Background: an optimization exercise with open tools, aiming at small area, a short achievable clock period and few clock cycles. Do not read the settings as production practice.
Only simulation tests tie the RTL to the original design; equivalence was not proved.
Power is estimated from default activity; no workload was simulated.

<file path="flow/design.v">
module bmx_block (
    input  wire        clk,
    input  wire        rst,           
    input  wire        cmd_valid,
    output wire        cmd_ready,
    input  wire [39:0] cmd,
    output wire        rsp_valid,
    input  wire        rsp_ready,
    output wire [7:0]  rsp_err,
    output wire [31:0] rsp_res,
    output wire [3:0]  rsp_len,
    output wire [63:0] rsp_out
);
    localparam [3:0] E_OK = 4'd0, E_SIZE = 4'd1, E_DEPTH = 4'd4, E_CREG = 4'd5,
                     E_FMT = 4'd8, E_STATE = 4'd9, E_ILL = 4'd10, E_IDX = 4'd11,
                     E_RANGE = 4'd12;
    localparam [7:0] OP_NOP = 8'h00, OP_RESET = 8'h01, OP_STATUS = 8'h02, OP_CLRERR = 8'h03,
                     OP_HBWR = 8'h10, OP_HBRD = 8'h11, OP_HINIT = 8'h12, OP_HPARSE = 8'h13,
                     OP_HVALID = 8'h14, OP_HSER = 8'h15, OP_HSETF = 8'h16, OP_HGETF = 8'h17,
                     OP_HPALCNT = 8'h18, OP_HFIXREG = 8'h19, OP_HFIXPAL = 8'h1A,
                     OP_PPACK = 8'h20, OP_PUNPACK = 8'h21, OP_PPACK32 = 8'h22, OP_PUNPACK32 = 8'h23,
                     OP_GBPL = 8'h30, OP_GSTRIDE4 = 8'h31, OP_GD2R = 8'h32, OP_GR2D = 8'h33,
                     OP_GF2D = 8'h34, OP_GF2DS = 8'h35, OP_GD2F = 8'h36, OP_GROWOFF = 8'h37,
                     OP_USTART = 8'h40, OP_UPUSH = 8'h41;
    localparam K_RESET = 0, K_STATUS = 1, K_CLRERR = 2, K_HBWR = 3, K_HBRD = 4,
               K_HINIT = 5, K_PARSE = 6, K_HVALID = 7, K_HSER = 8, K_SETF = 9,
               K_GETF = 10, K_FIXREG = 11, K_FIXPAL = 12, K_GROW = 13, K_USTART = 14,
               K_UPUSH = 15, K_RES = 16, NK = 17;
    reg [23:0]  h_magic;
    reg [7:0]   h_version, h_depth, h_creg;
    reg [15:0]  h_width, h_height;
    reg [7:0]   h_pal_used, h_pal_start;
    reg [15:0]  h_ds;
    reg [7:0]   h_comp, h_border;
    reg [127:0] h_res;           
    reg [3:0]   q;
    reg [255:0] hb;              
    reg [4:0]   p;
    reg         hb_init;         
    reg         hv, ef, ua;
    reg [3:0]   err_q;
    reg [1:0]   ud;              
    reg [15:0]  u_rem;
    reg [15:0]  bpl_q;           
    reg [17:0]  b3_q;            
    reg [1:0]   h_dirty;         
    reg         gphase;          
    reg [39:0]  c0, c1;
    reg         c0_v, c1_v;
    reg [NK-1:0] c0_k;           
    reg [3:0]   c0_e;            
    reg         rv;
    reg [3:0]   err_r;
    reg [31:0]  res_r;
    reg [3:0]   len_r;
    reg [19:0]  out_r;
    assign cmd_ready = !c1_v;
    assign rsp_valid = rv;
    assign rsp_err   = {4'd0, err_r};
    assign rsp_res   = res_r;
    assign rsp_len   = len_r;
    assign rsp_out   = {7'd0, out_r[19], 7'd0, out_r[18], 7'd0, out_r[17], 7'd0, out_r[16],
                        6'd0, out_r[15:14], 6'd0, out_r[13:12], 4'd0, out_r[11:8], out_r[7:0]};
    wire fire     = cmd_valid && !c1_v;
    wire rsp_free = !rv || rsp_ready;
    function [7:0] hbyte(input integer i);
        hbyte = hb[8*i +: 8];
    endfunction
    function depth_ok_f(input [7:0] d);
        depth_ok_f = (d == 8'd1) || (d == 8'd2) || (d == 8'd4) || (d == 8'd8);
    endfunction
    function [1:0] lg_f(input [7:0] d);
        lg_f = {d[3] | d[2], d[3] | d[1]};
    endfunction
    function [2:0] selw_f(input [7:0] s);
        if (s[7:4] == 4'd1) selw_f = 3'b100;
        else begin
            case (s)
                8'd0:                       selw_f = 3'b110;
                8'd6, 8'd8, 8'd12:          selw_f = 3'b101;
                8'd3, 8'd4, 8'd5, 8'd10, 8'd11, 8'd14, 8'd15: selw_f = 3'b100;
                default:                    selw_f = 3'b000;
            endcase
        end
    endfunction
    function [3:0] validate(input [23:0] magic, input [7:0] version, input [7:0] depth,
                            input [7:0] creg, input [7:0] pal_used, input [15:0] ds);
        reg [9:0] min_start;
        begin
            min_start = 10'd32 + {(pal_used == 8'd0) ? 9'd256 : {1'b0, pal_used}, 1'b0};
            if (magic != 24'h584D42)              validate = 4'd2;
            else if (version != 8'd1)             validate = 4'd3;
            else if (!depth_ok_f(depth))          validate = 4'd4;
            else if (creg > 8'd3)                 validate = 4'd5;
            else if (creg[1:0] != lg_f(depth))    validate = 4'd6;
            else if (ds < {6'd0, min_start})      validate = 4'd7;
            else                                  validate = 4'd0;
        end
    endfunction
    function [15:0] bpl_f(input [15:0] w, input [1:0] lg);
        case (lg)
            2'd0:    bpl_f = {3'd0, w[15:3]} + {15'd0, |w[2:0]};
            2'd1:    bpl_f = {2'd0, w[15:2]} + {15'd0, |w[1:0]};
            2'd2:    bpl_f = {1'd0, w[15:1]} + {15'd0, w[0]};
            default: bpl_f = w;
        endcase
    endfunction
    function [16:0] stride_f(input [15:0] w, input [1:0] lg);
        case (lg)
            2'd0:    stride_f = {({4'd0, w[15:5]} + {14'd0, |w[4:0]}), 2'b00};
            2'd1:    stride_f = {({3'd0, w[15:4]} + {14'd0, |w[3:0]}), 2'b00};
            2'd2:    stride_f = {({2'd0, w[15:3]} + {14'd0, |w[2:0]}), 2'b00};
            default: stride_f = {({1'd0, w[15:2]} + {14'd0, |w[1:0]}), 2'b00};
        endcase
    endfunction
    wire [39:0] cin = c1_v ? c1 : cmd;
    reg [NK-1:0] pk;
    reg [3:0]    pe;
    always @* begin : predecode
        reg [7:0]  o;
        reg [31:0] a;
        reg        lg_ok;
        reg [2:0]  sw;
        reg        fits;
        o = cin[39:32];
        a = cin[31:0];
        pk = {NK{1'b0}};
        pe = E_OK;
        case (o)
            OP_NOP, OP_RESET, OP_STATUS, OP_CLRERR, OP_HINIT, OP_HVALID, OP_HSER,
            OP_HPALCNT, OP_HFIXREG:                       lg_ok = (a == 32'd0);
            OP_HBWR, OP_HPARSE, OP_HFIXPAL, OP_GROWOFF,
            OP_PUNPACK, OP_PUNPACK32:                     lg_ok = (a[31:16] == 16'd0);
            OP_HBRD, OP_GD2R, OP_GR2D, OP_GF2D, OP_GF2DS,
            OP_GD2F, OP_UPUSH:                            lg_ok = (a[31:8] == 24'd0);
            OP_HSETF, OP_PPACK32:                         lg_ok = 1'b1;
            OP_HGETF:                                     lg_ok = (a[23:0] == 24'd0);
            OP_PPACK, OP_GBPL, OP_GSTRIDE4, OP_USTART:    lg_ok = (a[31:24] == 8'd0);
            default:                                      lg_ok = 1'b0;
        endcase
        sw = selw_f(a[31:24]);
        fits = sw[1] || (sw[0] && a[23:16] == 8'd0) || (a[23:8] == 16'd0);
        if (!lg_ok) pe = E_ILL;
        else begin
            case (o)
                OP_RESET:   pk[K_RESET] = 1'b1;
                OP_STATUS:  pk[K_STATUS] = 1'b1;
                OP_CLRERR:  pk[K_CLRERR] = 1'b1;
                OP_HBWR:    if (a[15:13] != 3'd0) pe = E_IDX; else pk[K_HBWR] = 1'b1;
                OP_HBRD:    if (a[7:5] != 3'd0)   pe = E_IDX; else pk[K_HBRD] = 1'b1;
                OP_HINIT:   pk[K_HINIT] = 1'b1;
                OP_HPARSE:  if (a[15:0] != 16'd32) pe = E_SIZE; else pk[K_PARSE] = 1'b1;
                OP_HVALID:  pk[K_HVALID] = 1'b1;
                OP_HSER:    pk[K_HSER] = 1'b1;
                OP_HSETF:   if (!sw[2]) pe = E_IDX; else if (!fits) pe = E_RANGE;
                            else pk[K_SETF] = 1'b1;
                OP_HGETF:   if (!sw[2]) pe = E_IDX; else pk[K_GETF] = 1'b1;
                OP_HFIXREG: pk[K_FIXREG] = 1'b1;
                OP_HFIXPAL: if (a[15:0] == 16'd0 || a[15:0] > 16'd256) pe = E_RANGE;
                            else pk[K_FIXPAL] = 1'b1;
                OP_GBPL, OP_GSTRIDE4, OP_GD2R, OP_GD2F:
                            if (!depth_ok_f(a[7:0])) pe = E_DEPTH;
                OP_USTART:  if (!depth_ok_f(a[7:0])) pe = E_DEPTH; else pk[K_USTART] = 1'b1;
                OP_GR2D:    if (a[7:2] != 6'd0) pe = E_CREG;
                OP_GF2D:    if (a[7:2] != 6'd0) pe = E_FMT;
                OP_GROWOFF: pk[K_GROW] = 1'b1;
                OP_UPUSH:   pk[K_UPUSH] = 1'b1;
                default: ;
            endcase
        end
        pk[K_RES] = (a[31:28] == 4'd1);
    end
    wire [7:0]  op  = c0[39:32];
    wire [31:0] arg = c0[31:0];
    wire [7:0]  sel = arg[31:24];
    wire [23:0] val = arg[23:0];
    wire        sel_res = c0_k[K_RES];
    wire [1:0]  arg_lg = lg_f(arg[7:0]);
    wire [15:0] arg_width = arg[23:8];
    wire [15:0] bpl_arg = bpl_f(arg_width, arg_lg);
    wire [16:0] stride_arg = stride_f(arg_width, arg_lg);
    wire h_depth_ok = depth_ok_f(h_depth);
    wire [1:0] h_lg = lg_f(h_depth);
    wire [3:0] verr_h = validate(h_magic, h_version, h_depth, h_creg, h_pal_used, h_ds);
    wire [3:0] verr_d = validate({hbyte(2), hbyte(1), hbyte(0)}, hbyte(3), hbyte(4), hbyte(5),
                                 hbyte(10), {hbyte(13), hbyte(12)});
    wire [255:0] ser_h = {h_res, h_border, h_comp, h_ds[7:0], h_ds[15:8],
                          h_pal_start, h_pal_used, h_height, h_width,
                          h_creg, h_depth, h_version, h_magic};
    reg [23:0] field_val;
    always @* begin
        field_val = 24'd0;
        if (sel_res) field_val = {16'd0, h_res[7:0]};
        else begin
            case (sel[3:0])
                4'd0:  field_val = h_magic;
                4'd3:  field_val = {16'd0, h_version};
                4'd4:  field_val = {16'd0, h_depth};
                4'd5:  field_val = {16'd0, h_creg};
                4'd6:  field_val = {8'd0, h_width};
                4'd8:  field_val = {8'd0, h_height};
                4'd10: field_val = {16'd0, h_pal_used};
                4'd11: field_val = {16'd0, h_pal_start};
                4'd12: field_val = {8'd0, h_ds};
                4'd14: field_val = {16'd0, h_comp};
                4'd15: field_val = {16'd0, h_border};
                default: ;
            endcase
        end
    end
    wire [1:0]  cst = (h_comp == 8'd0) ? 2'd0 : (h_comp == 8'd1) ? 2'd1 : 2'd2;
    wire        dec = hv && (cst == 2'd0);
    wire [31:0] status_word = {u_rem, 2'b00, cst, dec, ua, ef, hv, 4'd0, err_q};
    wire [7:0] ub = arg[7:0];
    wire [3:0] per_byte = 4'd8 >> ud;
    wire       rem_small = (u_rem[15:4] == 12'd0) && (u_rem[3:0] <= per_byte);
    wire [3:0] k = rem_small ? u_rem[3:0] : per_byte;
    wire [15:0] rem_next = u_rem - {12'd0, k};
    reg  [19:0] pix;
    always @* begin
        case (ud)
            2'd0:    pix[7:0] = {7'd0, ub[7]};
            2'd1:    pix[7:0] = {6'd0, ub[7:6]};
            2'd2:    pix[7:0] = {4'd0, ub[7:4]};
            default: pix[7:0] = ub;
        endcase
        case (ud)
            2'd0:    pix[11:8] = {3'd0, ub[6]};
            2'd1:    pix[11:8] = {2'd0, ub[5:4]};
            default: pix[11:8] = ub[3:0];
        endcase
        pix[13:12] = ud[0] ? ub[3:2] : {1'b0, ub[5]};
        pix[15:14] = ud[0] ? ub[1:0] : {1'b0, ub[4]};
        pix[19:16] = {ub[0], ub[1], ub[2], ub[3]};
    end
    wire [7:0]  gy = gphase ? arg[15:8] : arg[7:0];
    function [17:0] pp_f(input [1:0] d);
        case (d)
            2'd0: pp_f = 18'd0;
            2'd1: pp_f = {2'd0, bpl_q};
            2'd2: pp_f = {1'd0, bpl_q, 1'b0};
            default: pp_f = b3_q;
        endcase
    endfunction
    wire [23:0] pp0 = {6'd0, pp_f(gy[1:0])};
    wire [23:0] pp1 = {4'd0, pp_f(gy[3:2]), 2'd0};
    wire [23:0] pp2 = {2'd0, pp_f(gy[5:4]), 4'd0};
    wire [23:0] pp3 = {pp_f(gy[7:6]), 6'd0};
    wire [23:0] s1 = pp0 ^ pp1 ^ pp2;
    wire [23:0] c1w = {((pp0 & pp1) | (pp0 & pp2) | (pp1 & pp2)), 1'b0};
    wire [23:0] s2 = s1 ^ c1w ^ pp3;
    wire [23:0] c2w = {((s1 & c1w) | (s1 & pp3) | (c1w & pp3)), 1'b0};
    wire [31:0] g_acc = gphase ? res_r : {16'd0, h_ds};
    wire [31:0] g_a = gphase ? {s2, 8'd0} : {8'd0, s2};
    wire [31:0] g_b = gphase ? {c2w, 8'd0} : {8'd0, c2w};
    wire [31:0] s3 = g_acc ^ g_a ^ g_b;
    wire [31:0] c3w = {((g_acc & g_a) | (g_acc & g_b) | (g_a & g_b)), 1'b0};
    wire [31:0] grow = s3 + c3w;
    wire hb_acc = c0_k[K_HBWR] | c0_k[K_HBRD];
    wire [4:0] hb_idx = c0_k[K_HBWR] ? arg[12:8] : arg[4:0];
    wire hb_al  = (p == hb_idx);
    wire r_al   = (q == sel[3:0]);
    wire r_acc  = (c0_k[K_SETF] | c0_k[K_GETF]) & sel_res;
    reg [3:0] s_err;
    always @* begin
        s_err = E_OK;
        if (c0_k[K_PARSE]) s_err = verr_d;
        if (c0_k[K_HVALID]) s_err = verr_h;
        if ((c0_k[K_FIXREG] | c0_k[K_GROW]) && !h_depth_ok) s_err = E_DEPTH;
        if (c0_k[K_UPUSH] && !ua) s_err = E_STATE;
    end
    wire [3:0] x_err = (c0_e != E_OK) ? c0_e : s_err;
    wire       x_ok  = (c0_e == E_OK) && (s_err == E_OK);
    wire grow_go = c0_k[K_GROW] & h_depth_ok;
    wire wait_c = (hb_acc & !hb_al) | (c0_k[K_PARSE] & (p != 5'd0)) |
                  (c0_k[K_HSER] & (q != 4'd0)) | (r_acc & !r_al) |
                  (grow_go & ((h_dirty != 2'd0) | !gphase));
    wire act  = c0_v && !hb_init;                  
    wire done = act && !wait_c && rsp_free;        
    wire c0_free = !c0_v || done;
    wire g_lo = act && grow_go && (h_dirty == 2'd0) && !gphase && rsp_free;
    reg [31:0] x_res;
    always @* begin
        x_res = 32'd0;
        case (op)
            OP_STATUS:  x_res = status_word;
            OP_HBRD:    x_res = {24'd0, hb[7:0]};
            OP_HGETF:   x_res = {8'd0, field_val};
            OP_HPALCNT: x_res = (h_pal_used == 8'd0) ? 32'd256 : {24'd0, h_pal_used};
            OP_HFIXREG: x_res = {30'd0, h_lg};
            OP_HFIXPAL: x_res = 32'd32 + {15'd0, arg[15:0], 1'b0};
            OP_PPACK, OP_PPACK32: x_res = {20'd0, arg[23:20], arg[15:12], arg[7:4]};
            OP_PUNPACK:   x_res = {8'h00, arg[11:8], 4'h0, arg[7:4], 4'h0, arg[3:0], 4'h0};
            OP_PUNPACK32: x_res = {8'hFF, arg[11:8], 4'h0, arg[7:4], 4'h0, arg[3:0], 4'h0};
            OP_GBPL, OP_USTART: x_res = {16'd0, bpl_arg};
            OP_GSTRIDE4: x_res = {15'd0, stride_arg};
            OP_GD2R, OP_GD2F: x_res = {30'd0, arg_lg};
            OP_GR2D, OP_GF2D: x_res = {28'd0, 4'd1 << arg[1:0]};
            OP_GF2DS: x_res = (arg[7:2] != 6'd0) ? 32'h0001_0308
                                                 : {22'd0, arg[1:0], 4'd0, 4'd1 << arg[1:0]};
            OP_GROWOFF: x_res = grow;
            OP_UPUSH:   x_res = {16'd0, rem_next};
            default: ;
        endcase
        if (!x_ok) x_res = 32'd0;
    end
    wire d_ok = done && x_ok;
    wire rot_hb = act && ((hb_acc && (!hb_al || rsp_free)) || (c0_k[K_PARSE] && p != 5'd0));
    wire ld_hb  = hb_init || (done && c0_k[K_HSER]);
    wire [7:0] hb_in = (c0_k[K_HBWR] && hb_al) ? arg[7:0] : hb[7:0];
    wire rot_r = act && ((r_acc && (!r_al || rsp_free)) || (c0_k[K_HSER] && q != 4'd0));
    wire [7:0] r_in = (c0_k[K_SETF] && r_al) ? val[7:0] : h_res[7:0];
    always @(posedge clk) begin
        if (!c1_v) c1 <= cmd;
        if (c0_free) begin
            c0   <= cin;
            c0_k <= pk;
            c0_e <= pe;
        end
        if (rst) begin
            c0_v <= 1'b0;
            c1_v <= 1'b0;
        end else begin
            if (c0_free) c0_v <= c1_v || fire;
            c1_v <= c1_v ? !c0_free : (fire && !c0_free);
        end
    end
    always @(posedge clk) begin
        if (rst) begin
            hb_init <= 1'b1;
        end else if (ld_hb) begin
            hb <= ser_h;
            p <= 5'd0;
            hb_init <= 1'b0;
        end else begin
            if (done && c0_k[K_RESET]) hb_init <= 1'b1;
            if (rot_hb) begin
                hb <= {hb_in, hb[255:8]};
                p <= p + 5'd1;
            end
        end
    end
    wire h_clr = rst || (done && (c0_k[K_RESET] || c0_k[K_HINIT]));
    wire h_parse = done && c0_k[K_PARSE];
    wire h_set = done && c0_k[K_SETF] && !sel_res;
    always @(posedge clk) begin
        if (h_clr) begin
            h_magic     <= 24'h584D42;
            h_version   <= 8'd1;
            h_depth     <= 8'd0;
            h_creg      <= 8'd0;
            h_width     <= 16'd0;
            h_height    <= 16'd0;
            h_pal_used  <= 8'd0;
            h_pal_start <= 8'd0;
            h_ds        <= 16'd0;
            h_comp      <= 8'd0;
            h_border    <= 8'd0;
            h_res       <= 128'd0;
            q           <= 4'd0;
        end else if (h_parse) begin
            h_magic     <= {hbyte(2), hbyte(1), hbyte(0)};
            h_version   <= hbyte(3);
            h_depth     <= hbyte(4);
            h_creg      <= hbyte(5);
            h_width     <= {hbyte(7), hbyte(6)};
            h_height    <= {hbyte(9), hbyte(8)};
            h_pal_used  <= hbyte(10);
            h_pal_start <= hbyte(11);
            h_ds        <= {hbyte(13), hbyte(12)};
            h_comp      <= hbyte(14);
            h_border    <= hbyte(15);
            h_res       <= hb[255:128];
            q           <= 4'd0;
        end else begin
            if (h_set) begin
                case (sel[3:0])
                    4'd0:  h_magic     <= val;
                    4'd3:  h_version   <= val[7:0];
                    4'd4:  h_depth     <= val[7:0];
                    4'd5:  h_creg      <= val[7:0];
                    4'd6:  h_width     <= val[15:0];
                    4'd8:  h_height    <= val[15:0];
                    4'd10: h_pal_used  <= val[7:0];
                    4'd11: h_pal_start <= val[7:0];
                    4'd12: h_ds        <= val[15:0];
                    4'd14: h_comp      <= val[7:0];
                    4'd15: h_border    <= val[7:0];
                    default: ;
                endcase
            end
            if (d_ok && c0_k[K_FIXREG]) h_creg <= {6'd0, h_lg};
            if (done && c0_k[K_FIXPAL]) begin
                h_pal_used <= arg[7:0];
                h_ds       <= {5'd0, arg[8:0], 1'b0} + 16'd32;
            end
            if (rot_r) begin
                h_res <= {r_in, h_res[127:8]};
                q <= q + 4'd1;
            end
        end
    end
    always @(posedge clk) begin
        bpl_q <= bpl_f(h_width, h_lg);
        b3_q  <= {2'd0, bpl_q} + {1'd0, bpl_q, 1'b0};
        h_dirty <= {h_dirty[0], h_clr || h_parse || h_set};
        if (rst || (done && c0_k[K_RESET])) begin
            hv     <= 1'b0;
            ef     <= 1'b0;
            ua     <= 1'b0;
            err_q  <= 4'd0;
            ud     <= 2'd0;
            u_rem  <= 16'd0;
            gphase <= 1'b0;
        end else begin
            if (done) begin
                if (!c0_k[K_STATUS]) err_q <= x_err;
                if (!x_ok) ef <= 1'b1;
                else if (c0_k[K_CLRERR]) ef <= 1'b0;
                if (c0_k[K_PARSE] || c0_k[K_HVALID]) hv <= x_ok;
                else if (x_ok && (c0_k[K_HINIT] || c0_k[K_SETF] || c0_k[K_FIXREG] ||
                                  c0_k[K_FIXPAL])) hv <= 1'b0;
                if (c0_k[K_USTART]) begin
                    ud    <= arg_lg;
                    u_rem <= arg_width;
                    ua    <= (arg_width != 16'd0);
                end
                if (x_ok && c0_k[K_UPUSH]) begin
                    u_rem <= rem_next;
                    if (rem_small) ua <= 1'b0;
                end
            end
            if (g_lo) gphase <= 1'b1;
            else if (done) gphase <= 1'b0;
        end
    end
    always @(posedge clk) begin
        if (rst) rv <= 1'b0;
        else if (done) rv <= 1'b1;
        else if (rsp_ready) rv <= 1'b0;
        if (done) begin
            err_r <= x_err;
            res_r <= x_res;
            len_r <= (x_ok && c0_k[K_UPUSH]) ? k : 4'd0;
            out_r <= pix;
        end else if (g_lo) begin
            res_r <= grow;
        end
    end
endmodule
</file>
<file path="flow/run.sh">
#!/bin/bash
# synth_recipe.tcl (not shown) runs the flow's synth.tcl, then flattens the netlist and writes it again
# the make line also repeats each setting of config.mk as NAME=value (left out here)
make -C /OpenROAD-flow-scripts/flow DESIGN_CONFIG=/design/flow/config.mk WORK_HOME=/design/flow/orfs CLKGATE_MAP_FILE= SYNTH_SCRIPT=/design/flow/synth_recipe.tcl finish
</file>
<file path="flow/config.mk">
export PLATFORM = sky130hd
export DESIGN_NAME = bmx_block
export DESIGN_NICKNAME = bmx_block
export VERILOG_FILES = /design/flow/design.v
export SDC_FILE = /design/flow/constraint.sdc
export NUM_CORES = 4
export LEC_CHECK = 0
export ABC_CLOCK_PERIOD_IN_PS = 4000
export CAP_MARGIN = 20
export CORE_MARGIN = 2
export CORE_UTILIZATION = 40
export SETUP_SLACK_MARGIN = 5
export SLEW_MARGIN = 20
</file>
<file path="flow/constraint.sdc">
create_clock -name core_clock -period 10.0 [get_ports {clk}]
set_input_delay 2.0000 -clock core_clock [delete_from_list [all_inputs] [get_ports {clk}]]
set_output_delay 2.0000 -clock core_clock [all_outputs]
set_load 0.01 [all_outputs]
</file>
==> flow_summary.ini, run 1 <==
[status]
outcome = failed layout checks
failed_checks = capacitance limit, slew limit

[grt]
first_pass_grt_wire_length_um = 241900
first_global_vias = 37120
gr-total-overflow = 0
global_route.usage.total_pct = 27.19
antenna_violations_before_repair = 5
grt_start_max_net_pins = 241

[sta]
totalNegativeSetupSlack_ps = 0
tightest_slew_ps = 1608
clock_skew_ps = 62.43
final.min_clock_period_ps = 5502
setup_viol = 0
timing.final.max_slew_violations = 6
hold_violations = 0
max-slew-margin-rel_pct = -8.047
fmax_ghz = 0.1818
finalCritPeriodShare_pct = 55.02
rsz_0062_raised_after_global_routing = yes

[critical_path]
cp_num_buf_inv = 5
cp_slowest_cell = sky130_fd_sc_hd__fa_1
cpLargestDelayFamily = adder cells
crit_path_start_kind = flip-flop
worst_ep_arrival_time_ps = 5980
timing_worst_setup_path_type = reg -> reg
cp_required_ps = 10480
critical_path_peak_fanout = 8
crit_path_cell_trace = buf_12 -> mux2i_4 -> buf_12 -> buf_12 -> mux2i_4 -> o21ai_2 -> fa_1 -> inv_1 -> fa_2 -> mux2_4 -> fa_1 -> inv_2 -> ha_4 -> a21o_1 -> a21o_1 -> a21o_1 -> a221o_1 -> a31oi_4 -> o21ai_4 -> mux2_4 -> o32ai_2
critPathCaptureType = flip-flop
worst_path_largest_cell_delay_ps = 540

[synthesis]
synthDistinctLibCells = 112
synth.cell_area_sq_um = 45130
ys.warnings.count = 1
cells_after_synthesis = 5032
mean_cell_area_of_the_mapped_netlist_sq_um = 8.968
number_of_flops_mapped_to_enable_cells_by_yosys = 378
synth_async_sr_flop_share_pct = 0
synth-seq-area-share_pct = 41.39
ys_seq_elements = 744
yosys_most_used_dff = sky130_fd_sc_hd__edfxtp_1

[drt]
antenna_left = 0
via_per_inst = 5.968
wl_um = 163900
detailedRoute.firstPassIterationCount = 9
detail_route.wl_per_cell_um = 24.84
m1WireLength_um = 68560
top_layer = met5
num_vias = 39380
route.detailed.drc = 0
drt_iter0_drc = 4540
route.met3.wl_um = 15130
met2_wirelength_um = 71760

[die]
core.rowCount = 123
die-area_sq_um = 115500
io-pin-count = 154
chipWidth_um = 339.9
initial_cell_density_of_the_core_pct = 40.22
die_height_um = 339.9
floorplan.core_area_sq_um = 112200

[power]
cell_leakage_power_uw = 0.02076
design_power_total_uw = 7911
ir_drop_mv = 0.1146
power.density_nw_per_um2 = 152.0

[clock_tree]
clkTransAtPathRegs_ps = 70
cts-htree-levels = 3
insertion_delay_ps = 700
tritoncts.num_buffers = 85
clock_sink_count = 744
tritoncts = done
cts_hold_buffers = 0
max-clock-path-buffers = 3
clock-root-buffer = sky130_fd_sc_hd__clkbuf_16

[placement]
dp_cells = 6340
io_buffer_count = 105
globalplace.congestion = 0.9872
post_dp_cell_area_sq_um = 47250
detailed_place_hpwl_um = 109600

[finish]
mostFrequentLayoutCell = sky130_fd_sc_hd__nand2_1
nFillCells = 10710
layout_common_cells = sky130_fd_sc_hd__nand2_1, sky130_fd_sc_hd__nor2_1, sky130_fd_sc_hd__edfxtp_1
syn_to_final_growth_pct = 15.31
stdcell_area_sq_um = 52040
final_cells = 6598
final_layout_size_suffix_gt1_share_pct = 11.52
finalCoreUtilization_pct = 46.38
nets = 5243

[run]
drv.max_cap_violation_count = 1

[hold_path]
holdCritPathClass = reg -> reg
==> state kept, by name, summed over array words and instances, names as in the netlist, 8 cells and up <==
name and count:
h_border 8, h_ds 16, u_rem 16, bpl_q 16, h_magic 24, h_depth 8, h_pal_used 8, c0 36
h_width 16, c1 40, c0_k 17, h_comp 8, b3_q 18, out_r 20, h_res 128, res_r 32
hb 256, h_creg 8, h_pal_start 8, h_version 8, h_height 16
==> synth_stat cells, types with 19 or more instances <==
library cell / number / area (sq um)
sky130_fd_sc_hd__o211ai_1: 22 / 165.2
sky130_fd_sc_hd__a31oi_1: 23 / 143.9
sky130_fd_sc_hd__dfxtp_1: 366 / 7327
sky130_fd_sc_hd__a221oi_1: 26 / 227.7
sky130_fd_sc_hd__nor3b_1: 22 / 165.2
sky130_fd_sc_hd__buf_2: 94 / 470.5
sky130_fd_sc_hd__clkbuf_1: 225 / 844.6
sky130_fd_sc_hd__nor4_1: 42 / 262.8
sky130_fd_sc_hd__a21o_1: 19 / 142.6
sky130_fd_sc_hd__and2_1: 34 / 212.7
sky130_fd_sc_hd__inv_1: 149 / 559.3
sky130_fd_sc_hd__nor2_1: 436 / 1637
sky130_fd_sc_hd__xor2_1: 62 / 543.0
sky130_fd_sc_hd__mux2i_1: 341 / 3413
sky130_fd_sc_hd__nand2b_1: 29 / 181.4
sky130_fd_sc_hd__mux2_2: 72 / 810.8
sky130_fd_sc_hd__and3_1: 27 / 168.9
sky130_fd_sc_hd__xnor2_1: 100 / 875.8
sky130_fd_sc_hd__a22oi_1: 32 / 240.2
sky130_fd_sc_hd__o22ai_1: 47 / 294.0
sky130_fd_sc_hd__buf_1: 39 / 146.4
sky130_fd_sc_hd__edfxtp_1: 378 / 11350
sky130_fd_sc_hd__nor3_1: 88 / 440.4
sky130_fd_sc_hd__o32ai_1: 24 / 210.2
sky130_fd_sc_hd__buf_4: 52 / 390.4
sky130_fd_sc_hd__ha_1: 118 / 1476
sky130_fd_sc_hd__nor2b_1: 44 / 275.3
sky130_fd_sc_hd__o221ai_1: 19 / 166.4
sky130_fd_sc_hd__fa_1: 59 / 1181
sky130_fd_sc_hd__a211oi_1: 220 / 1652
sky130_fd_sc_hd__nand3_1: 85 / 425.4
sky130_fd_sc_hd__nand2_1: 989 / 3712
sky130_fd_sc_hd__a21oi_1: 184 / 920.9
sky130_fd_sc_hd__o21ai_0: 235 / 1176
==> what timing repair did <==
action | 4_1_cts | 5_1_grt
buffers inserted | 72 | 14
gates resized for setup | 134 | 94
gates cloned | 7 | 2
pin swaps | 59 | 53
setup endpoints to repair | 459 | 206
==> power breakdown <==
part	total [uW]	switching, uW	leakage (uW)	internal [uW]
logic	1180	771	0.0127	412
clock network	3200	1380	0.00141	1820
registers	3530	162	0.00665	3370
==> layer usage <==
metal | global-route usage [%] | vias to the layer above
met4 | 13.07 | 4
met1 | 37.06 | 19160
met5 | 0 | -
li1 | - | 17930
met3 | 5.317 | 450
met2 | 41.36 | 1836
==> worst paths after layout <==
kind                                          start                   to  slack [ps]  cells past startpoint
worst max-delay path            gphase$_SDFFE_PP0P_  res_r[31]$_DFFE_PP_        4500                     21
worst min-delay path             h_dirty[0]$_DFF_P_   h_dirty[1]$_DFF_P_         340                      0
worst max register to register  gphase$_SDFFE_PP0P_  res_r[31]$_DFFE_PP_        4500                     21
worst min register to register   h_dirty[0]$_DFF_P_   h_dirty[1]$_DFF_P_         340                      0
==> worst reg2reg max path: cells and delay by family, from the launching register on <==
family / cells / cell delay, ps
buf+inv: 5 / 540
flops: 1 / 360
compound gates: 8 / 1470
mux: 4 / 1110
fa+ha+maj: 4 / 1780
==> metrics by stage <==
step	hold slack (ps)	setup WS, ps
3_3_place_gp	362.9	3693
3_5_place_dp	363.2	3658
4_1_cts	356.8	4584
6_report	336.8	4498
5_1_grt	356.3	4344
2_1_floorplan	351.0	2339
==> kinds of logic after synthesis <==
group / synth area share (%)
simple gates: 18.74
fa+ha+maj: 5.889
xor+xnor: 3.144
compound gates: 15.79
mux: 9.571
buf+inv: 5.465
other cells: 0.008310
flops: 41.39
==> layout make-up <==
class,count,area [sq um],area share [%]
inverters,154,590.6,1.135
flip-flops and latches,744,18690,35.92
clock inverters,38,369.1,0.7093
well taps,1500,1877,3.607
clock buffers,122,2500,4.804
diodes,3,7.507,0.01443
multi-input cells,3771,25240,48.51
repair buffers,266,2760,5.304
Testbench counts, summed over its fixed seeds: cycles 6,545.
==> run 2: changes to the inputs <==
--- a/flow/design.v
+++ b/flow/design.v
@@ -45,5 +45,7 @@
     reg [17:0]  b3_q;            
     reg [1:0]   h_dirty;         
-    reg         gphase;          
+    reg         gact;            
+    reg [2:0]   gph;             
+    reg [5:0]   gy;              
     reg [39:0]  c0, c1;
     reg         c0_v, c1_v;
@@ -216,5 +218,6 @@
     wire       rem_small = (u_rem[15:4] == 12'd0) && (u_rem[3:0] <= per_byte);
     wire [3:0] k = rem_small ? u_rem[3:0] : per_byte;
-    wire [15:0] rem_next = u_rem - {12'd0, k};
+    wire [15:0] rem_sub = u_rem - {12'd0, per_byte};
+    wire [15:0] rem_next = rem_small ? 16'd0 : rem_sub;
     reg  [19:0] pix;
     always @* begin
@@ -234,5 +237,17 @@
         pix[19:16] = {ub[0], ub[1], ub[2], ub[3]};
     end
-    wire [7:0]  gy = gphase ? arg[15:8] : arg[7:0];
+    wire [2:0]  gph_in = cin[15:12] != 4'd0 ? 3'b001 : cin[11:6] != 6'd0 ? 3'b010 : 3'b100;
+    wire [5:0]  gy_in  = cin[15:12] != 4'd0 ? {2'd0, cin[15:12]} :
+                         cin[11:6] != 6'd0 ? cin[11:6] : cin[5:0];
+    reg  [31:0] gx;
+    always @* begin
+        case ({gact, gph})
+            4'b0001: gx = {28'd0, h_ds[15:12]};
+            4'b0010: gx = {22'd0, h_ds[15:6]};
+            4'b1010: gx = {6'd0, res_r[19:0], h_ds[11:6]};
+            4'b1100: gx = {res_r[25:0], h_ds[5:0]};
+            default: gx = {16'd0, h_ds};
+        endcase
+    end
     function [17:0] pp_f(input [1:0] d);
         case (d)
@@ -243,18 +258,15 @@
         endcase
     endfunction
-    wire [23:0] pp0 = {6'd0, pp_f(gy[1:0])};
-    wire [23:0] pp1 = {4'd0, pp_f(gy[3:2]), 2'd0};
-    wire [23:0] pp2 = {2'd0, pp_f(gy[5:4]), 4'd0};
-    wire [23:0] pp3 = {pp_f(gy[7:6]), 6'd0};
-    wire [23:0] s1 = pp0 ^ pp1 ^ pp2;
-    wire [23:0] c1w = {((pp0 & pp1) | (pp0 & pp2) | (pp1 & pp2)), 1'b0};
-    wire [23:0] s2 = s1 ^ c1w ^ pp3;
-    wire [23:0] c2w = {((s1 & c1w) | (s1 & pp3) | (c1w & pp3)), 1'b0};
-    wire [31:0] g_acc = gphase ? res_r : {16'd0, h_ds};
-    wire [31:0] g_a = gphase ? {s2, 8'd0} : {8'd0, s2};
-    wire [31:0] g_b = gphase ? {c2w, 8'd0} : {8'd0, c2w};
-    wire [31:0] s3 = g_acc ^ g_a ^ g_b;
-    wire [31:0] c3w = {((g_acc & g_a) | (g_acc & g_b) | (g_a & g_b)), 1'b0};
-    wire [31:0] grow = s3 + c3w;
+    function [31:0] maj(input [31:0] a, input [31:0] b, input [31:0] c);
+        maj = (a & b) | (a & c) | (b & c);
+    endfunction
+    wire [31:0] pp0 = {14'd0, pp_f(gy[1:0])};
+    wire [31:0] pp1 = {12'd0, pp_f(gy[3:2]), 2'd0};
+    wire [31:0] pp2 = {10'd0, pp_f(gy[5:4]), 4'd0};
+    wire [31:0] s1  = pp0 ^ pp1 ^ pp2;
+    wire [31:0] cy1 = {maj(pp0, pp1, pp2), 1'b0};
+    wire [31:0] s2  = s1 ^ cy1 ^ gx;
+    wire [31:0] c2  = {maj(s1, cy1, gx), 1'b0};
+    wire [31:0] grow = s2 + c2;
     wire hb_acc = c0_k[K_HBWR] | c0_k[K_HBRD];
     wire [4:0] hb_idx = c0_k[K_HBWR] ? arg[12:8] : arg[4:0];
@@ -275,9 +287,9 @@
     wire wait_c = (hb_acc & !hb_al) | (c0_k[K_PARSE] & (p != 5'd0)) |
                   (c0_k[K_HSER] & (q != 4'd0)) | (r_acc & !r_al) |
-                  (grow_go & ((h_dirty != 2'd0) | !gphase));
+                  (grow_go & ((h_dirty != 2'd0) | !gph[2]));
     wire act  = c0_v && !hb_init;                  
     wire done = act && !wait_c && rsp_free;        
     wire c0_free = !c0_v || done;
-    wire g_lo = act && grow_go && (h_dirty == 2'd0) && !gphase && rsp_free;
+    wire g_lo = act && grow_go && (h_dirty == 2'd0) && !gph[2] && rsp_free;
     reg [31:0] x_res;
     always @* begin
@@ -288,5 +300,5 @@
             OP_HGETF:   x_res = {8'd0, field_val};
             OP_HPALCNT: x_res = (h_pal_used == 8'd0) ? 32'd256 : {24'd0, h_pal_used};
-            OP_HFIXREG: x_res = {30'd0, h_lg};
+            OP_HFIXREG: x_res = h_depth_ok ? {30'd0, h_lg} : 32'd0;
             OP_HFIXPAL: x_res = 32'd32 + {15'd0, arg[15:0], 1'b0};
             OP_PPACK, OP_PPACK32: x_res = {20'd0, arg[23:20], arg[15:12], arg[7:4]};
@@ -299,9 +311,9 @@
             OP_GF2DS: x_res = (arg[7:2] != 6'd0) ? 32'h0001_0308
                                                  : {22'd0, arg[1:0], 4'd0, 4'd1 << arg[1:0]};
-            OP_GROWOFF: x_res = grow;
-            OP_UPUSH:   x_res = {16'd0, rem_next};
+            OP_GROWOFF: x_res = h_depth_ok ? grow : 32'd0;
+            OP_UPUSH:   x_res = ua ? {16'd0, rem_next} : 32'd0;
             default: ;
         endcase
-        if (!x_ok) x_res = 32'd0;
+        if (c0_e != E_OK) x_res = 32'd0;
     end
     wire d_ok = done && x_ok;
@@ -317,4 +329,9 @@
             c0_k <= pk;
             c0_e <= pe;
+            gph  <= gph_in;
+            gy   <= gy_in;
+        end else if (g_lo) begin
+            gph  <= {gph[1:0], 1'b0};
+            gy   <= gph[0] ? arg[11:6] : arg[5:0];
         end
         if (rst) begin
@@ -390,5 +407,5 @@
                 endcase
             end
-            if (d_ok && c0_k[K_FIXREG]) h_creg <= {6'd0, h_lg};
+            if (done && c0_k[K_FIXREG] && h_depth_ok) h_creg <= {6'd0, h_lg};
             if (done && c0_k[K_FIXPAL]) begin
                 h_pal_used <= arg[7:0];
@@ -412,5 +429,5 @@
             ud     <= 2'd0;
             u_rem  <= 16'd0;
-            gphase <= 1'b0;
+            gact   <= 1'b0;
         end else begin
             if (done) begin
@@ -426,11 +443,11 @@
                     ua    <= (arg_width != 16'd0);
                 end
-                if (x_ok && c0_k[K_UPUSH]) begin
+                if (c0_k[K_UPUSH] && ua) begin
                     u_rem <= rem_next;
                     if (rem_small) ua <= 1'b0;
                 end
             end
-            if (g_lo) gphase <= 1'b1;
-            else if (done) gphase <= 1'b0;
+            if (g_lo) gact <= 1'b1;
+            else if (done) gact <= 1'b0;
         end
     end
@@ -442,8 +459,8 @@
             err_r <= x_err;
             res_r <= x_res;
-            len_r <= (x_ok && c0_k[K_UPUSH]) ? k : 4'd0;
+            len_r <= (c0_k[K_UPUSH] && ua) ? k : 4'd0;
             out_r <= pix;
         end else if (g_lo) begin
-            res_r <= grow;
+            res_r <= {6'd0, grow[25:0]};
         end
     end
==> flow/flow/run.sh (new file) <==
#!/bin/bash
set -euo pipefail
MARGIN=${BMX_SETUP_MARGIN:-6.5}
bash standard.sh SETUP_SLACK_MARGIN=$MARGIN TNS_END_PERCENT=100 finish > standard_flow.log 2>&1
==> flow/standard.sh (new file) <==
#!/bin/bash
# synth_recipe.tcl (not shown) runs the flow's synth.tcl, then flattens the netlist and writes it again
# the make line also repeats each setting of config.mk as NAME=value (left out here)
make -C /OpenROAD-flow-scripts/flow DESIGN_CONFIG=/design/flow/config.mk WORK_HOME=/design/flow/orfs CLKGATE_MAP_FILE= SYNTH_SCRIPT=/design/flow/synth_recipe.tcl "${@:-finish}"
--- a/flow/config.mk
+++ b/flow/config.mk
@@ -6,8 +6,7 @@
 export NUM_CORES = 4
 export LEC_CHECK = 0
-export ABC_CLOCK_PERIOD_IN_PS = 4000
+export ABC_CLOCK_PERIOD_IN_PS = 3300
 export CAP_MARGIN = 20
 export CORE_MARGIN = 2
 export CORE_UTILIZATION = 40
-export SETUP_SLACK_MARGIN = 5
 export SLEW_MARGIN = 20
removed: flow/run.sh
==> flow_summary.ini, run 2 <==
[power]
power.density_nw_per_um2 = 158.8
clock_power_share_pct = 41.7
switching_power_uw = 2394
p_int_uw = 6017
power.share.switching_pct = 28.46
comb_power_share_pct = 15.5
share_seq_of_total_power_pct = 42.8
cell_leakage_power_uw = 0.02147
ir_drop_mv = 0.1236

[placement]
detailed_place_hpwl_um = 100600
globalplace.congestion = 0.9746
dp_cells = 6127
post_dp_cell_area_sq_um = 45890
io_buffer_count = 105
dpl_ws_ps = 3393

[critical_path]
cp_required_ps = 10410
crit-reg2reg-launch = gy[2]$_DFFE_PP_
critical_path_peak_fanout = 5
worst_ep_arrival_time_ps = 4920
critPathCaptureType = flip-flop
timing_worst_setup_path_type = reg -> reg
timing.rr.end = res_r[26]$_SDFFCE_PP0P_
timing.reg2reg.worst_path_depth = 17
setup.reg_to_reg.worst_slack_ps = 5490
critPathLaunch = gy[2]$_DFFE_PP_
crit_path_start_kind = flip-flop

[die]
core.rowCount = 121
io-pin-count = 154
die_height_um = 334.0
die-area_sq_um = 111500
floorplan.core_area_sq_um = 108400
initial_cell_density_of_the_core_pct = 40.17
chipWidth_um = 334.0

[run]
drv.max_cap_violation_count = 0

[synthesis]
synthDistinctLibCells = 91
synth.most_common_cell = sky130_fd_sc_hd__nand2_1
yosys_most_used_dff = sky130_fd_sc_hd__edfxtp_1
synth-seq-area-share_pct = 43.51
synth.cell_area_sq_um = 43550
mean_cell_area_of_the_mapped_netlist_sq_um = 8.902
synthTopCellsByArea = sky130_fd_sc_hd__edfxtp_1, sky130_fd_sc_hd__dfxtp_1, sky130_fd_sc_hd__nand2_1
number_of_flops_mapped_to_enable_cells_by_yosys = 387
ys.warnings.count = 1
cells_after_synthesis = 4892
synth_async_sr_flop_share_pct = 0
synth_top_cell_area_share_pct = 26.69
synth.cells.most_frequent = sky130_fd_sc_hd__nand2_1, sky130_fd_sc_hd__nor2_1, sky130_fd_sc_hd__edfxtp_1
yosysTopAreaCell = sky130_fd_sc_hd__edfxtp_1
ys_seq_elements = 753

[clock_tree]
max-clock-path-buffers = 3
cts-htree-levels = 3
clkTransAtPathRegs_ps = 60
tritoncts = done
insertion_delay_ps = 680
cts_hold_buffers = 0
tritoncts.num_buffers = 87
clock-root-buffer = sky130_fd_sc_hd__clkbuf_16
clock_sink_count = 753

[sta]
final_critical_path_setup_slack_ps = 5489
tightest_slew_ps = 1006
finalCritPeriodShare_pct = 45.11
max-slew-margin-rel_pct = 32.93
worst_hold_slack_ps = 355.1
final.min_clock_period_ps = 4511
totalNegativeSetupSlack_ps = 0
fmax_ghz = 0.2217
rsz_0062_raised_after_global_routing = yes
hold_violations = 0
setup_viol = 0
timing.final.max_slew_violations = 0
clock_skew_ps = 33.14

[grt]
global_route.usage.total_pct = 28.23
antenna_violations_before_repair = 4
first_global_vias = 36990
grt_start_max_net_pins = 118
gr-total-overflow = 0
first_pass_grt_wire_length_um = 242200

[finish]
final_layout_size_suffix_gt1_share_pct = 15.86
largest_registers = hb x256, h_res x128, c1 x40
top_register = hb
stdcell_area_sq_um = 52970
final_cells = 6511
syn_to_final_growth_pct = 21.64
nets = 5204
largest_register_ff_count = 256
layout_common_cells = sky130_fd_sc_hd__nand2_1, sky130_fd_sc_hd__nor2_1, sky130_fd_sc_hd__edfxtp_1
mostFrequentLayoutCell = sky130_fd_sc_hd__nand2_1

[hold_path]
holdCritPathClass = reg -> reg
whs_endpoint = h_dirty[1]$_DFF_P_
timing.hold.worst.start = h_dirty[0]$_DFF_P_
whs_path_depth = 0

[drt]
via_per_inst = 6.093
drt_iter0_drc = 5257
num_vias = 39670
detail_route.wl_per_cell_um = 25.23
route.detailed.drc = 0
antenna_left = 0
detailedRoute.firstPassIterationCount = 6
wl_um = 164300

[status]
outcome = complete, no violations
[run 2: cell count changes in the layout (fill, tap and decap cells not counted), sizes merged, moves of 47 or more]
cell,before,now
inv,158,111
mux2i,344,231
a211oi,223,170
dlygate4sd2,0,73
clkdlybuf4s50,105,5
buf,157,274
[run 2: through the flow]
stage                     util, %  power [uW]
after floorplan                 -        4303
after global placement      42.34        4663
after detailed placement    42.34        4671
after CTS                   47.81        8330
after global routing        48.86        8650
final                       48.87        8411
[run 2: critical path, cell delays in order, from the launching register on]
cell and delay [ps]:
sky130_fd_sc_hd__edfxtp_1 410, sky130_fd_sc_hd__buf_12 170, sky130_fd_sc_hd__buf_12 130, sky130_fd_sc_hd__mux2_4 290
sky130_fd_sc_hd__a22o_1 230, sky130_fd_sc_hd__fa_1 490, sky130_fd_sc_hd__fa_1 540, sky130_fd_sc_hd__ha_4 310
sky130_fd_sc_hd__nor3_2 50, sky130_fd_sc_hd__nor3_2 190, sky130_fd_sc_hd__a211oi_2 90, sky130_fd_sc_hd__buf_4 160
sky130_fd_sc_hd__a2111oi_4 360, sky130_fd_sc_hd__o2111ai_2 220, sky130_fd_sc_hd__a21oi_2 190, sky130_fd_sc_hd__xnor2_1 90
sky130_fd_sc_hd__a221oi_1 260, sky130_fd_sc_hd__nor2_1 60
[run 2: kinds of logic after synthesis]
kind of cell | after synthesis | share of synthesized area, %
other | 1 | 0.008611
and+or+nand+nor | 1946 | 19.42
buffers and inverters | 516 | 5.057
DFF | 753 | 43.51
AOI/OAI and AO/OA | 1056 | 16.60
muxes | 315 | 7.482
xor gates and xnor gates | 168 | 3.379
adders and majority gates | 137 | 4.540
[run 2: worst max path at each step]
stage                                          to  depth (start not counted)  slack [ps]
after global placement          hb[253]$_DFFE_PP_                          9        3540
after CTS                 res_r[26]$_SDFFCE_PP0P_                         17        5480
after detailed placement        hb[254]$_DFFE_PP_                          9        3390
after global routing      res_r[26]$_SDFFCE_PP0P_                         17        5270
final                     res_r[26]$_SDFFCE_PP0P_                         17        5490
after floorplan                   hb[0]$_DFFE_PP_                         10        2520
[run 2: area by class of cell]
type,count,area (sq um)
Sequential cell,753,18960
Clock buffer,108,2400
Antenna cell,1,2.502
Inverter,112,469.2
Multi-Input combinational cell,3676,24260
Fill cell,10110,55430
Clock inverter,54,733.2
Timing Repair Buffer,391,4340
Tap cell,1414,1769
Timing Repair inverter,2,32.53
[run 2: per-layer routing]
metal | vias to the layer above | track usage (%) | wire length [um]
li1 | 17770 | - | -
met4 | 4 | 14.40 | 9305
met2 | 2290 | 42.41 | 71080
met1 | 19120 | 38.74 | 66810
met3 | 491 | 5.271 | 17080
met5 | - | 0 | 23
[run 2: repair_timing]
action	CTS	global route
hold endpoints to repair	0	0
gates resized for setup	374	130
gates cloned	27	14
setup endpoints to repair	1067	822
buffers inserted	133	47
pin swaps	80	75
[run 2: power by group through the flow]
stage | Sequential, uW | Clock [uW] | Combinational (uW)
finish | 3600 | 3510 | 1310
global route | 3610 | 3670 | 1370
CTS | 3590 | 3540 | 1200
detailed placement | 3670 | 0 | 998
global placement | 3670 | 0 | 991
floorplan | 3580 | 0 | 722
Testbench counts of run 2, summed over its fixed seeds: cycles 6,457.
==> run 3: changes to the inputs <==
--- a/flow/design.v
+++ b/flow/design.v
@@ -46,5 +46,6 @@
     reg [1:0]   h_dirty;         
     reg         gact;            
-    reg [2:0]   gph;             
+    reg [3:0]   gph;             
+    reg [31:0]  gc_r;            
     reg [5:0]   gy;              
     reg [39:0]  c0, c1;
@@ -237,10 +238,10 @@
         pix[19:16] = {ub[0], ub[1], ub[2], ub[3]};
     end
-    wire [2:0]  gph_in = cin[15:12] != 4'd0 ? 3'b001 : cin[11:6] != 6'd0 ? 3'b010 : 3'b100;
+    wire [3:0]  gph_in = cin[15:12] != 4'd0 ? 4'b0001 : cin[11:6] != 6'd0 ? 4'b0010 : 4'b0100;
     wire [5:0]  gy_in  = cin[15:12] != 4'd0 ? {2'd0, cin[15:12]} :
                          cin[11:6] != 6'd0 ? cin[11:6] : cin[5:0];
     reg  [31:0] gx;
     always @* begin
-        case ({gact, gph})
+        case ({gact, gph[2:0]})
             4'b0001: gx = {28'd0, h_ds[15:12]};
             4'b0010: gx = {22'd0, h_ds[15:6]};
@@ -266,7 +267,10 @@
     wire [31:0] s1  = pp0 ^ pp1 ^ pp2;
     wire [31:0] cy1 = {maj(pp0, pp1, pp2), 1'b0};
+    wire [31:0] gcx = !gact ? 32'd0 : gph[1] ? {6'd0, gc_r[19:0], 6'd0} : {gc_r[25:0], 6'd0};
     wire [31:0] s2  = s1 ^ cy1 ^ gx;
     wire [31:0] c2  = {maj(s1, cy1, gx), 1'b0};
-    wire [31:0] grow = s2 + c2;
+    wire [31:0] s3  = s2 ^ c2 ^ gcx;
+    wire [31:0] c3  = {maj(s2, c2, gcx), 1'b0};
+    wire [31:0] grow = res_r + gc_r;
     wire hb_acc = c0_k[K_HBWR] | c0_k[K_HBRD];
     wire [4:0] hb_idx = c0_k[K_HBWR] ? arg[12:8] : arg[4:0];
@@ -287,9 +291,9 @@
     wire wait_c = (hb_acc & !hb_al) | (c0_k[K_PARSE] & (p != 5'd0)) |
                   (c0_k[K_HSER] & (q != 4'd0)) | (r_acc & !r_al) |
-                  (grow_go & ((h_dirty != 2'd0) | !gph[2]));
+                  (grow_go & ((h_dirty != 2'd0) | !gph[3]));
     wire act  = c0_v && !hb_init;                  
     wire done = act && !wait_c && rsp_free;        
     wire c0_free = !c0_v || done;
-    wire g_lo = act && grow_go && (h_dirty == 2'd0) && !gph[2] && rsp_free;
+    wire g_lo = act && grow_go && (h_dirty == 2'd0) && !gph[3] && rsp_free;
     reg [31:0] x_res;
     always @* begin
@@ -332,6 +336,7 @@
             gy   <= gy_in;
         end else if (g_lo) begin
-            gph  <= {gph[1:0], 1'b0};
+            gph  <= {gph[2:0], 1'b0};
             gy   <= gph[0] ? arg[11:6] : arg[5:0];
+            gc_r <= c3;
         end
         if (rst) begin
@@ -462,5 +467,5 @@
             out_r <= pix;
         end else if (g_lo) begin
-            res_r <= {6'd0, grow[25:0]};
+            res_r <= s3;
         end
     end
==> flow/flow/run.sh (replaced) <==
#!/bin/bash
set -uo pipefail
RPT=orfs/reports/${FLOW_PLATFORM}/bmx_block/base/6_finish.rpt
clean() {
  [[ -f $RPT ]] || return 1
  grep -q "max slew violation count 0" $RPT || return 1
  grep -q "max cap violation count 0" $RPT || return 1
  grep -q "setup violation count 0" $RPT || return 1
  [[ -s out/final.def ]]
}
i=0
for cfg in "SETUP_SLACK_MARGIN=6.6" \
           "SETUP_SLACK_MARGIN=6.6 SKIP_GATE_CLONING=1" \
           "SETUP_SLACK_MARGIN=5 SKIP_GATE_CLONING=1"; do
  i=$((i + 1))
  rm -rf orfs out/final.def
  bash standard.sh $cfg TNS_END_PERCENT=100 finish > standard_flow_try$i.log 2>&1
  if clean; then exit 0; fi
done
exit 1
==> flow_summary.ini, run 3 <==
[placement]
globalplace.congestion = 0.9901
post_dp_cell_area_sq_um = 47410
dp_cells = 6304
dpl_ws_ps = 4081
io_buffer_count = 105
detailed_place_hpwl_um = 105900

[sta]
fmax_ghz = 0.2757
timing.final.max_slew_violations = 0
final_critical_path_setup_slack_ps = 6373
setup_viol = 0
rsz_0062_raised_after_global_routing = yes
final.min_clock_period_ps = 3627
hold_violations = 0
totalNegativeSetupSlack_ps = 0
finalCritPeriodShare_pct = 36.27
clock_skew_ps = 22.06
max-slew-margin-rel_pct = 27.60
tightest_slew_ps = 1078

[finish]
top_register = hb
mostFrequentLayoutCell = sky130_fd_sc_hd__nand2_1
stdcell_area_sq_um = 54470
final_layout_size_suffix_gt1_share_pct = 15.56
nets = 5345
largest_registers = hb x256, h_res x128, c1 x40
layout_common_cells = sky130_fd_sc_hd__nand2_1, sky130_fd_sc_hd__edfxtp_1, sky130_fd_sc_hd__nor2_1
largest_register_ff_count = 256
syn_to_final_growth_pct = 20.40
final_cells = 6700

[clock_tree]
insertion_delay_ps = 700
clock_sink_count = 784
tritoncts = done
cts-htree-levels = 3
tritoncts.num_buffers = 89
clkTransAtPathRegs_ps = 60
max-clock-path-buffers = 3
clock-root-buffer = sky130_fd_sc_hd__clkbuf_16

[drt]
route.detailed.drc = 0
detail_route.wl_per_cell_um = 25.52
antenna_left = 0
num_vias = 40750
detailedRoute.firstPassIterationCount = 8
drt_iter0_drc = 4966
via_per_inst = 6.081
wl_um = 171000

[die]
die_height_um = 340.3
initial_cell_density_of_the_core_pct = 40.27
core.rowCount = 123
io-pin-count = 154
floorplan.core_area_sq_um = 112300
chipWidth_um = 340.3
die-area_sq_um = 115800

[critical_path]
worst_path_largest_cell_delay_ps = 360
timing_worst_setup_path_type = in -> reg
crit_path_start_kind = input pin
crit_path_cell_trace = clkdlybuf4s15_1 -> mux2_4 -> or2_4 -> nor4_4 -> a21o_1 -> a211o_1 -> a21oi_4 -> clkbuf_16 -> or3_4
cp_required_ps = 10420
critPathCaptureType = flip-flop
critical_path_peak_fanout = 5
worst_ep_arrival_time_ps = 4050
cp_slowest_cell = sky130_fd_sc_hd__or3_4

[status]
outcome = complete, no violations

[grt]
first_pass_grt_wire_length_um = 248300
gr-total-overflow = 0
first_global_vias = 38000
global_route.usage.total_pct = 27.98
grt_start_max_net_pins = 142
antenna_violations_before_repair = 5

[synthesis]
synth_async_sr_flop_share_pct = 0
number_of_flops_mapped_to_enable_cells_by_yosys = 418
yosysTopAreaCell = sky130_fd_sc_hd__edfxtp_1
yosys_most_used_dff = sky130_fd_sc_hd__edfxtp_1
mean_cell_area_of_the_mapped_netlist_sq_um = 9.070
synth_top_cell_area_share_pct = 27.74
ys.warnings.count = 1
synthTopCellsByArea = sky130_fd_sc_hd__edfxtp_1, sky130_fd_sc_hd__dfxtp_1, sky130_fd_sc_hd__nand2_1
ys_seq_elements = 784
cells_after_synthesis = 4988
synth.cell_area_sq_um = 45240
synthDistinctLibCells = 92
synth.cells.most_frequent = sky130_fd_sc_hd__nand2_1, sky130_fd_sc_hd__edfxtp_1, sky130_fd_sc_hd__nor2_1
synth-seq-area-share_pct = 43.94
synth.most_common_cell = sky130_fd_sc_hd__nand2_1

[run]
drv.max_cap_violation_count = 0

[hold_path]
holdCritPathClass = reg -> reg

[power]
cell_leakage_power_uw = 0.02120
design_power_total_uw = 8393
ir_drop_mv = 0.1469
power.density_nw_per_um2 = 154.1
run 3: changes by cell type after synthesis, moves of 21 or more:
cell / change
sky130_fd_sc_hd__a21oi_1: +54
sky130_fd_sc_hd__o21ai_0: +21
sky130_fd_sc_hd__nor2_1: -26
sky130_fd_sc_hd__and2_1: +30
sky130_fd_sc_hd__a311oi_1: -28
sky130_fd_sc_hd__nor3_1: +28
sky130_fd_sc_hd__mux2i_1: +29
sky130_fd_sc_hd__buf_2: -37
sky130_fd_sc_hd__nand3_1: -47
sky130_fd_sc_hd__clkbuf_1: +35
sky130_fd_sc_hd__edfxtp_1: +31
sky130_fd_sc_hd__o22ai_1: -23
sky130_fd_sc_hd__ha_1: +22
run 3: layout make-up:
type,instances,area [sq um]
repair buffers,398,4203
diodes,1,2.502
well taps,1500,1877
fillers,10540,57870
repair inverters,3,27.53
multi-input cells,3738,25010
clock buffers,124,2511
inverters,113,520.5
clock inverters,39,421.7
flip-flops and latches,784,19900
run 3: kinds of logic (layout without fill, tap and decap cells):
kind of cell / after synthesis / after routing / synth area share (%)
simple gates: 1898 / 1902 / 18.17
fa+ha+maj: 174 / 174 / 5.642
buf+inv: 519 / 677 / 4.892
xor+xnor: 168 / 168 / 3.252
flops: 784 / 784 / 43.94
compound gates: 1114 / 1116 / 16.60
mux: 330 / 330 / 7.495
other cells: 1 / 49 / 0.008289
run 3: final timing paths:
path / startpoint / endpoint / slack (ps) / cells after the start
worst max register to register: gc_r[2]$_DFFE_PP_ / res_r[18]$_DFFE_PP_ / 6440 / 10
worst min-delay path: h_dirty[0]$_DFF_P_ / h_dirty[1]$_DFF_P_ / 410 / 0
worst min register to register: h_dirty[0]$_DFF_P_ / h_dirty[1]$_DFF_P_ / 410 / 0
worst max-delay path: cmd[13] / c0_e[3]$_SDFFCE_PN1N_ / 6370 / 9
run 3: where the power goes:
group,total (uW),switching [uW],internal (uW)
clock,3340,1430,1920
combinational,1300,834,463
sequential,3750,174,3580
run 3: worst max-delay path, delay by kind of cell:
family / cells / cell delay (ps)
and+or+nand+nor: 3 / 1000
muxes: 1 / 280
buffers and inverters: 2 / 340
AOI/OAI and AO/OA: 3 / 430
run 3: metal layers:
layer  up-vias  routed length, um  track usage (%)
met1     19770              69290            38.13
met2      2274              73860            42.01
met5         -                 20                0
met4         2               9947            13.82
li1      18170                  -                -
met3       531              17830            5.999
run 3: through the flow:
step	util, %	hold WS [ps]
after global routing	48.48	415.2
final	48.49	406.7
after global placement	42.20	389.2
after CTS	47.27	404.1
after detailed placement	42.20	387.3
after floorplan	-	351.0
run 3: repair_timing:
item | in CTS | in global routing
setup buffers | 138 | 61
gates resized for setup | 453 | 185
cloned | 26 | 7
endpoints found under the setup margin | 1082 | 857
endpoints found under the hold margin | 0 | 0
hold buffers | 0 | 0
pin swaps | 63 | 89
Testbench counts of run 3, summed over its fixed seeds: cycles 6,590.
==> run 4: changes to the inputs <==
--- a/flow/design.v
+++ b/flow/design.v
@@ -288,5 +288,5 @@
     wire [3:0] x_err = (c0_e != E_OK) ? c0_e : s_err;
     wire       x_ok  = (c0_e == E_OK) && (s_err == E_OK);
-    wire grow_go = c0_k[K_GROW] & h_depth_ok;
+    wire grow_go = c0_k[K_GROW];
     wire wait_c = (hb_acc & !hb_al) | (c0_k[K_PARSE] & (p != 5'd0)) |
                   (c0_k[K_HSER] & (q != 4'd0)) | (r_acc & !r_al) |
--- a/flow/config.mk
+++ b/flow/config.mk
@@ -6,7 +6,8 @@
 export NUM_CORES = 4
 export LEC_CHECK = 0
-export ABC_CLOCK_PERIOD_IN_PS = 3300
 export CAP_MARGIN = 20
 export CORE_MARGIN = 2
-export CORE_UTILIZATION = 40
+export CORE_UTILIZATION = 55
+export CTS_CLUSTER_DIAMETER = 60
+export CTS_CLUSTER_SIZE = 30
 export SLEW_MARGIN = 20
==> flow_summary.ini, run 4 <==
[grt]
first_pass_grt_wire_length_um = 247200
global_route.usage.total_pct = 38.37
antenna_violations_before_repair = 7
gr-total-overflow = 0
grt_start_max_net_pins = 120
first_global_vias = 37490

[sta]
hold_violations = 0
totalNegativeSetupSlack_ps = 0
max-slew-margin-rel_pct = 19.42
tightest_slew_ps = 1198
timing.final.max_slew_violations = 0
setup_viol = 0
fmax_ghz = 0.2738
clock_skew_ps = 44.99
rsz_0062_raised_after_global_routing = yes
final.min_clock_period_ps = 3653
finalCritPeriodShare_pct = 36.53

[run]
drv.max_cap_violation_count = 0

[finish]
layout_common_cells = sky130_fd_sc_hd__nand2_1, sky130_fd_sc_hd__edfxtp_1, sky130_fd_sc_hd__nor2_1
largest_registers = hb x256, h_res x128, c1 x40
mostFrequentLayoutCell = sky130_fd_sc_hd__nand2_1
nets = 5215
syn_to_final_growth_pct = 17.14
final_layout_size_suffix_gt1_share_pct = 16.68
largest_register_ff_count = 256
top_register = hb

[die]
floorplan.core_area_sq_um = 81980
chipWidth_um = 291.8
core.rowCount = 105
die-area_sq_um = 85130
io-pin-count = 154
initial_cell_density_of_the_core_pct = 55.56
die_height_um = 291.8

[clock_tree]
tritoncts.num_buffers = 69
cts-htree-levels = 3
tritoncts = done
clock-root-buffer = sky130_fd_sc_hd__clkbuf_16
clkTransAtPathRegs_ps = 90
clock_sink_count = 784
insertion_delay_ps = 670
cts_hold_buffers = 0
max-clock-path-buffers = 3

[synthesis]
synth.most_common_cell = sky130_fd_sc_hd__nand2_1
mean_cell_area_of_the_mapped_netlist_sq_um = 9.372
synth.cells.most_frequent = sky130_fd_sc_hd__nand2_1, sky130_fd_sc_hd__edfxtp_1, sky130_fd_sc_hd__nor2_1
synthTopCellsByArea = sky130_fd_sc_hd__edfxtp_1, sky130_fd_sc_hd__dfxtp_1, sky130_fd_sc_hd__nand2_1
synthDistinctLibCells = 110
ys_seq_elements = 784
synth_top_cell_area_share_pct = 27.56
yosysTopAreaCell = sky130_fd_sc_hd__edfxtp_1
synth-seq-area-share_pct = 43.65
synth_async_sr_flop_share_pct = 0
cells_after_synthesis = 4860
number_of_flops_mapped_to_enable_cells_by_yosys = 418
synth.cell_area_sq_um = 45550
ys.warnings.count = 1
yosys_most_used_dff = sky130_fd_sc_hd__edfxtp_1

[drt]
via_per_inst = 6.600
detail_route.wl_per_cell_um = 28.09
detailedRoute.firstPassIterationCount = 9
antenna_left = 0
wl_um = 172100
route.detailed.drc = 0
num_vias = 40430
drt_iter0_drc = 6016

[critical_path]
critPathCaptureType = flip-flop
worst_ep_arrival_time_ps = 4070
cp_required_ps = 10410
crit_path_start_kind = input pin
critical_path_peak_fanout = 2
timing_worst_setup_path_type = in -> reg

[power]
design_power_total_uw = 7889
power.density_nw_per_um2 = 147.9
ir_drop_mv = 0.1615
cell_leakage_power_uw = 0.02173

[hold_path]
holdCritPathClass = reg -> reg

[status]
outcome = complete, no violations

[placement]
globalplace.congestion = 0.9961
detailed_place_hpwl_um = 105400
io_buffer_count = 105
## run 4: cell count changes in the layout (fill, tap and decap cells not counted), moves of 21 or more
cell,delta
sky130_fd_sc_hd__nand2_1,-186
sky130_fd_sc_hd__mux2_2,+45
sky130_fd_sc_hd__a31oi_1,+34
sky130_fd_sc_hd__a211oi_1,-28
sky130_fd_sc_hd__dlygate4sd2_1,+25
sky130_fd_sc_hd__xor2_1,-25
sky130_fd_sc_hd__mux2i_1,-21
sky130_fd_sc_hd__xnor2_1,+21
## run 4: kinds of logic (layout without fill, tap and decap cells)
| family | count (synthesis) | in the layout | synth area share, % |
|---|---|---|---|
| simple gates | 1731 | 1734 | 17.06 |
| other cells | 1 | 50 | 0.008233 |
| mux | 382 | 382 | 8.868 |
| flops | 784 | 784 | 43.65 |
| xor+xnor | 163 | 163 | 3.134 |
| compound gates | 1107 | 1109 | 16.30 |
| buf+inv | 518 | 660 | 5.382 |
| fa+ha+maj | 174 | 174 | 5.604 |
## run 4: layer usage
layer  wire length, um  GRT usage [%]
met3             18640          7.079
met5                37              0
met1             67310          52.57
met4             11260          21.34
met2             74840          57.40
## run 4: through the flow
step                      cell area (sq um)  worst slack [ps]  hold slack [ps]  utilization (%)  instances
after floorplan                       45890              2123            331.7                -       4907
after global placement                46830              3214            338.5            57.13       5747
after detailed placement              46830              3148            352.6            57.13       5747
after CTS                             52090              6366            365.4            63.54       6049
after global routing                  53350              6281            381.3            65.07       6124
final                                 53350              6347            367.2            65.08       6126
## run 4: power breakdown
group	internal (uW)	switching [uW]
Sequential	3560	166
Clock	1490	1430
Combinational	450	789
## run 4: repair_timing
| action | in CTS | in global routing |
|---|---|---|
| buffers inserted | 145 | 63 |
| endpoints found under the setup margin | 1089 | 735 |
| gates resized for setup | 452 | 131 |
| gates cloned | 29 | 12 |
| pin swaps | 82 | 72 |
| hold endpoints to repair | 0 | 0 |
## run 4: worst paths after layout
check,cells after the start,startpoint,end,slack [ps]
min,0,h_dirty[0]$_DFF_P_,h_dirty[1]$_DFF_P_,370
max reg2reg,13,hb[83]$_DFFE_PP_,err_q[1]$_SDFFE_PP0P_,6390
min reg2reg,0,h_dirty[0]$_DFF_P_,h_dirty[1]$_DFF_P_,370
max,9,cmd[1],c0_e[3]$_SDFFCE_PN1N_,6350
## run 4: area by class of cell
| class | count | area [sq um] |
|---|---|---|
| Inverter | 121 | 531.8 |
| Clock inverter | 46 | 578.1 |
| Clock buffer | 82 | 1827 |
| Timing Repair inverter | 5 | 65.06 |
| Antenna cell | 2 | 5.005 |
| Multi-Input combinational cell | 3610 | 24750 |
| Timing Repair Buffer | 406 | 4359 |
| Fill cell | 6816 | 28630 |
| Sequential cell | 784 | 19900 |
| Tap cell | 1070 | 1339 |
## run 4: worst max-delay path, stage by stage
cell                        delay [ps]
sky130_fd_sc_hd__buf_6              90
sky130_fd_sc_hd__or3_4             370
sky130_fd_sc_hd__o31ai_4            80
sky130_fd_sc_hd__nor4b_4           280
sky130_fd_sc_hd__buf_4             170
sky130_fd_sc_hd__xnor2_1           130
sky130_fd_sc_hd__o2111ai_2         200
sky130_fd_sc_hd__and2_1            240
sky130_fd_sc_hd__or4_1             500
Testbench counts of run 4, summed over its fixed seeds: cycles 6,593.

re-timing with driven ports:
In the flow no input, the clock included, has a driving cell. The finished layouts below were timed again as built, in two steps. Step 1: set_driving_cell puts a clkbuf_16 on clk and a buf_2 on each other input, an assumption about the parent block. Step 2, shift: input delay + t, output delay - t, t = (earliest + latest rising clock arrival at the registers) / 2. This alone moves slack from input paths to output paths. a / b / c = ideal / step 1 / step 2; a / b = the first two.
run | t, ns | slack for setup (ns) | worst data-port slew with drivers (ns) | cell pins on the clock port's net
run 1 | 0.740 | 4.498 / 4.498 / 4.491 | 0.05 | 1
run 2 | 0.733 | 5.489 / 5.489 / 5.489 | 0.06 | 1
run 3 | 0.755 | 6.373 / 6.409 / 5.654 | 0.05 | 1
run 4 | 0.714 | 6.347 / 6.385 / 5.670 | 0.06 | 1
For run 3, which loses most, drivers alone change the setup slack by +0.036 ns; drivers and shift together by -0.719 ns.
